What follows belongs to an exercise in optimizing a design on an open flow for small area, a short achievable clock period and few clock cycles; a production flow would make more cautious choices. RTL that was checked went through simulation tests only; none was proved equivalent to the original. Power is estimated from default activity; no workload was simulated.

==> 11-09 <==
==> flow/design.v (excerpt) <==
module dbrc (
    input  wire         clk,
    input  wire         rst,
    input  wire         cmd_valid,
    output wire         cmd_ready,
    input  wire [127:0] cmd_data,
    output reg          rsp_valid,
    output wire [135:0] rsp_data,
    output wire         alloc_req,
    output wire [31:0]  alloc_count,
    input  wire         alloc_ack,
    input  wire [31:0]  alloc_addr,
    output wire         mem_req,
    output wire         mem_we,
    output wire [31:0]  mem_addr,
    output wire [31:0]  mem_wdata,
    input  wire         mem_gnt,
    input  wire [31:0]  mem_rdata,
    output wire         fatal
);
clock: 11.0 ns
lec_check: 0
cap_margin: 20
core_margin: 2
core_utilization: 40
place_density: 0.6
slew_margin: 20
standard.sh (not shown) runs the stock make flow with config.mk's settings and CLKGATE_MAP_FILE= SYNTH_SCRIPT=/design/flow/synth_recipe.tcl, a recipe that flattens the netlist after the stock synthesis.
==> flow/flow/run.sh <==
#!/bin/bash
# Own layout flow: the standard ORFS layout (standard.sh, with the standard
# synthesis unchanged) with two changes in how the layout is made:
#  * the port buffers are buf_2 cells instead of the delay-cell buffers that
#    buffer_ports picks by default (every port still gets its own buffer);
#  * repair_timing aims for 7.5 ns of setup margin at the design's clock,
#    so the layout is optimised beyond the 11 ns the SDC asks for.
# The SDC, clock period and I/O constraints are the design's, untouched.
# make's full output goes to standard.log in the work folder.
set -euo pipefail
export BUFFER_PORTS_ARGS="-buffer_cell sky130_fd_sc_hd__buf_2"
bash standard.sh "BUFFER_PORTS_ARGS=$BUFFER_PORTS_ARGS" SETUP_SLACK_MARGIN=7.5 finish > standard.log 2>&1
==> 08-16: changes against 11-09 <==
--- a/flow/design.v
+++ b/flow/design.v
@@ -47,45 +47,53 @@
     reg        active_index, flip_pending;
     reg [31:0] palette0, palette1;
     reg        bg_present;
     reg [31:0] bg_base;
     reg [9:0]  st;
-    reg        o_init, o_destroy, o_ras, o_pend, o_flip, o_getback, o_mkgfx,
-               o_copy, o_isba, o_setfg, o_setbgc, o_bgref, o_rr;
+    reg        c_init, c_destroy, c_ras, c_pend, c_flip, c_getback, c_mkgfx,
+               c_copy, c_isba, c_setfg, c_setbgc, c_bgref, c_rr, c_illegal;
     reg [3:0]  sub_r;
-    reg        w1z_r, w2z_r, w3z_r, w2hz_r;
-    reg [15:0] r1_r;             
     reg [31:0] w1_r;             
     reg [31:0] dst_ptr;          
     reg [31:0] src_ptr, bg_ptr;
     reg [31:0] addr_r;           
     reg [31:0] wd_r;             
     reg [32:0] word_r;           
     reg [10:0] wc;               
     reg        al2;              
     reg        mreq_r, mwe_r;
     reg [1:0]  stc;
+    reg        k_gb, k_r1;
     wire gnt = mem_gnt;
-    wire [7:0]  i_opc = cmd_data[127:120];
-    wire        i_ok  = (cmd_data[111:96] == 16'd0) && (cmd_data[119:116] == 4'd0);
-    wire s_z    = (sub_r == 4'd0);
-    wire w123z  = w1z_r && w2z_r && w3z_r;
-    wire c_init    = o_init && (sub_r[3:1] == 3'd0) && w2hz_r && (sub_r[0] || w3z_r);
-    wire c_destroy = o_destroy && s_z && w123z;
-    wire c_ras     = o_ras && s_z && w2hz_r;
-    wire c_pend    = o_pend && s_z && w123z;
-    wire c_flip    = o_flip && s_z && w123z;
-    wire c_getback = o_getback && s_z && w123z;
-    wire c_mkgfx   = o_mkgfx && s_z && w123z;
-    wire c_copy    = o_copy && s_z && w123z;
-    wire c_isba    = o_isba && (sub_r[3:2] == 2'd0) && w123z;
-    wire c_setfg   = o_setfg && s_z && w2z_r && w3z_r;
-    wire c_setbgc  = o_setbgc && s_z && w2z_r && w3z_r;
-    wire c_bgref   = o_bgref && w1z_r && w2z_r && ((sub_r == 4'd1) || (s_z && w3z_r));
-    wire c_rr      = o_rr && (sub_r <= 4'd9) && w123z;
-    wire c_illegal = !(c_init || c_destroy || c_ras || c_pend || c_flip || c_getback ||
-                       c_mkgfx || c_copy || c_isba || c_setfg || c_setbgc || c_bgref || c_rr);
+    wire [7:0]  i_opc  = cmd_data[127:120];
+    wire [7:0]  i_sub  = cmd_data[119:112];
+    wire        i_rsvz = (cmd_data[111:96] == 16'd0);
+    wire        i_w1z  = (cmd_data[95:64] == 32'd0);
+    wire        i_w2z  = (cmd_data[63:32] == 32'd0);
+    wire        i_w3z  = (cmd_data[31:0] == 32'd0);
+    wire        i_w2hz = (cmd_data[63:48] == 16'd0);
+    wire        i_s0   = (i_sub == 8'd0);
+    wire        i_fmtn = i_rsvz && i_s0 && i_w1z && i_w2z && i_w3z;
+    wire i_init    = i_rsvz && (i_opc == OP_INIT) && (i_sub <= 8'd1) && i_w2hz &&
+                     (i_sub[0] || i_w3z);
+    wire i_destroy = (i_opc == OP_DESTROY) && i_fmtn;
+    wire i_ras     = i_rsvz && (i_opc == OP_RASTER) && i_s0 && i_w2hz;
+    wire i_pend    = (i_opc == OP_PENDFLIP) && i_fmtn;
+    wire i_flip    = (i_opc == OP_FLIPNOW) && i_fmtn;
+    wire i_getback = (i_opc == OP_GETBACK) && i_fmtn;
+    wire i_mkgfx   = (i_opc == OP_MKGFX) && i_fmtn;
+    wire i_copy    = (i_opc == OP_COPY) && i_fmtn;
+    wire i_isba    = i_rsvz && (i_opc == OP_ISBA) && (i_sub <= 8'd3) &&
+                     i_w1z && i_w2z && i_w3z;
+    wire i_setfg   = i_rsvz && (i_opc == OP_SETFG) && i_s0 && i_w2z && i_w3z;
+    wire i_setbgc  = i_rsvz && (i_opc == OP_SETBGC) && i_s0 && i_w2z && i_w3z;
+    wire i_bgref   = i_rsvz && (i_opc == OP_BGREF) && i_w1z && i_w2z &&
+                     ((i_sub == 8'd1) || (i_s0 && i_w3z));
+    wire i_rr      = i_rsvz && (i_opc == OP_READREG) && (i_sub <= 8'd9) &&
+                     i_w1z && i_w2z && i_w3z;
+    wire i_legal   = i_init || i_destroy || i_ras || i_pend || i_flip || i_getback ||
+                     i_mkgfx || i_copy || i_isba || i_setfg || i_setbgc || i_bgref || i_rr;
     wire c_rdy = c_destroy || c_ras || c_pend || c_flip || c_getback || c_mkgfx ||
                  c_copy || c_isba || c_setfg || c_setbgc || c_bgref;
     wire not_admitted = (c_init && ready) || (c_rdy && !ready);
     wire is_init = c_init;
     wire is_ras  = c_ras;
@@ -197,38 +205,37 @@
     assign alloc_count = {2'd0, src_ptr[31:2]};
     assign mem_req     = mreq_r;
     assign mem_we      = mwe_r;
     assign mem_addr    = addr_r;
     assign mem_wdata   = wd_r;
-    assign rsp_data = {6'd0, stc, wd_r, 16'd0, r1_r, w1_r, 21'd0, wc};
+    wire [31:0] r1 = {16'd0, width_r[15:5] & {11{k_r1}}, width_r[4:0] & {5{k_gb}}};
+    wire [31:0] r3 = {21'd0, width_r[15:5] & {11{k_gb}}};
+    assign rsp_data = {6'd0, stc, wd_r, r1, w1_r, r3};
     wire pix_bit = st[S_RDW] ? mem_rdata[0] : word_r[1];
     wire [31:0] pal_pix = pix_bit ? palette1 : palette0;
     always @(posedge clk) begin
         src_ptr <= src_d;
         bg_ptr  <= bg_d;
         dst_ptr <= dst_d;
         addr_r  <= nst[S_RDBG] ? bg_d :
                    (nst[S_WR] || nst[S_CPW]) ? dst_d : src_d;
         if (st[S_IDLE]) begin
-            o_init    <= i_ok && (i_opc == OP_INIT);
-            o_destroy <= i_ok && (i_opc == OP_DESTROY);
-            o_ras     <= i_ok && (i_opc == OP_RASTER);
-            o_pend    <= i_ok && (i_opc == OP_PENDFLIP);
-            o_flip    <= i_ok && (i_opc == OP_FLIPNOW);
-            o_getback <= i_ok && (i_opc == OP_GETBACK);
-            o_mkgfx   <= i_ok && (i_opc == OP_MKGFX);
-            o_copy    <= i_ok && (i_opc == OP_COPY);
-            o_isba    <= i_ok && (i_opc == OP_ISBA);
-            o_setfg   <= i_ok && (i_opc == OP_SETFG);
-            o_setbgc  <= i_ok && (i_opc == OP_SETBGC);
-            o_bgref   <= i_ok && (i_opc == OP_BGREF);
-            o_rr      <= i_ok && (i_opc == OP_READREG);
-            sub_r     <= cmd_data[115:112];
-            w1z_r     <= (cmd_data[95:64] == 32'd0);
-            w2z_r     <= (cmd_data[63:32] == 32'd0);
-            w3z_r     <= (cmd_data[31:0] == 32'd0);
-            w2hz_r    <= (cmd_data[63:48] == 16'd0);
+            c_init    <= i_init;
+            c_destroy <= i_destroy;
+            c_ras     <= i_ras;
+            c_pend    <= i_pend;
+            c_flip    <= i_flip;
+            c_getback <= i_getback;
+            c_mkgfx   <= i_mkgfx;
+            c_copy    <= i_copy;
+            c_isba    <= i_isba;
+            c_setfg   <= i_setfg;
+            c_setbgc  <= i_setbgc;
+            c_bgref   <= i_bgref;
+            c_rr      <= i_rr;
+            c_illegal <= !i_legal;
+            sub_r     <= i_sub[3:0];
         end
         if (st[S_IDLE])
             w1_r <= cmd_data[95:64];
         else if (st[S_DEC] && !(c_ras && ready))
             w1_r <= d_gb ? {16'd0, height_r} : 32'd0;
@@ -249,26 +256,23 @@
         else if (st[S_RDBG] || st[S_CPR])
             wd_r <= mem_rdata;
         else if ((st[S_WR] || st[S_CPW]) && gnt)
             wd_r <= 32'd0;
         if (st[S_DEC])
-            wc <= d_init ? w1_r[15:5] :
-                  (d_gb || d_mul || d_copy) ? width_r[15:5] : 11'd0;
+            wc <= is_init ? w1_r[15:5] : width_r[15:5];
         else if (st[S_MUL])
-            wc <= !mul_end ? {1'b0, wc[10:1]} : is_init ? 11'd0 : width_r[15:5];
-        else if (st[S_WR] && gnt && row_end)
-            wc <= last_word ? 11'd0 : wc - 11'd1;
-        else if (st[S_CPW] && gnt)
-            wc <= !last_word ? wc - 11'd1 : last_row ? 11'd0 : width_r[15:5];
+            wc <= mul_end ? width_r[15:5] : {1'b0, wc[10:1]};
+        else if ((st[S_WR] && gnt && row_end) || (st[S_CPW] && gnt))
+            wc <= last_word ? width_r[15:5] : wc - 11'd1;
         if (st[S_DEC])
             al2 <= 1'b0;
         else if (st[S_AL] && alloc_ack)
             al2 <= 1'b1;
         if (st[S_DEC]) begin
             stc  <= c_illegal ? 2'd1 : not_admitted ? 2'd2 : 2'd0;
-            r1_r <= d_gb ? width_r :
-                    (c_ras && ready && in_range) ? {width_r[15:5], 5'd0} : 16'd0;
+            k_gb <= d_gb;
+            k_r1 <= d_gb || (c_ras && ready && in_range);
         end
     end
     always @(posedge clk) begin
         if (rst) begin
             st        <= 10'd1 << S_IDLE;
==> qor summary <==
quantity                                                                  08-16                    11-09
Floorplan core area                                                 71,500 um^2              71,700 um^2
Seq cells                                                                   484                      501
Width of the die                                                         273 um                   273 um
Maximum fanout encountered on the critical timing path                        4                        3
Largest vdd supply drop                                                0.116 mV                 0.105 mV
Power dissipated in the clock network                                 0.00205 W                0.00201 W
Sequential cell area share                                                0.303                    0.321
Beginning of the worst register-to-register path        active_index$_SDFF_PP0_      word_r[7]$_DFFE_PP_
Non-Filler Instances                                                      4,904                    4,895
Vias post-DR                                                              30.6k                    30.2k
Reg2Reg Setup Slack                                                     7.44 ns                  7.39 ns
Proportion of power drawn by the clock network                            0.416                    0.436
First-pass GRT wire length                                           191,000 um               188,000 um
Min Clock Period, post-route                                            4.25 ns                  3.87 ns
Run status                                              complete, no violations  complete, no violations
Switching power as a share of total power                                 0.305                    0.282
Share of power burned in registers                                        0.421                    0.443
FF/Latch Area                                                       10,900 um^2              11,400 um^2
Share of the synthesized area in the top cell type                        0.257                    0.255
Die Outline Area                                                    74,300 um^2              74,800 um^2
EDFF count, synth                                                           114                      131
Testbench counts of 11-09, summed over its fixed seeds: cycles 251,090.
No functional check of the RTL was part of 08-16.

-- separate check: timing with driven ports --
Ports are ideal in the flow. The routed layouts listed here were re-timed in OpenROAD. Step 1 sets driving cells, clkbuf_16 on the clock port and buf_2 on the other inputs (assumed; they add their load-dependent delay and slew). Step 2, shift: input delay + t, output delay - t, t = (earliest + latest rising clock arrival at the registers) / 2. This alone moves slack from input paths to output paths. a / b / c = no drivers / after step 1 / after step 2; a / b = the first two.
| run | t (ns) | setup WS [ns] | worst setup path after step 2 | clock arrival spread, ns | slew at the worst register clock pin (ns) |
|---|---|---|---|---|---|
| 11-09 | 0.700 | 7.126 / 7.156 / 6.457 | input to register | 0.033 / 0.033 | 0.07 / 0.07 |
| 08-16 | 0.716 | 6.747 / 6.783 / 6.066 | input to register | 0.033 / 0.033 | 0.07 / 0.07 |
After both steps setup and hold are still met in every run listed. The setup slack of 08-16, which loses most, moves by +0.036 ns with the drivers and by -0.681 ns with both steps.
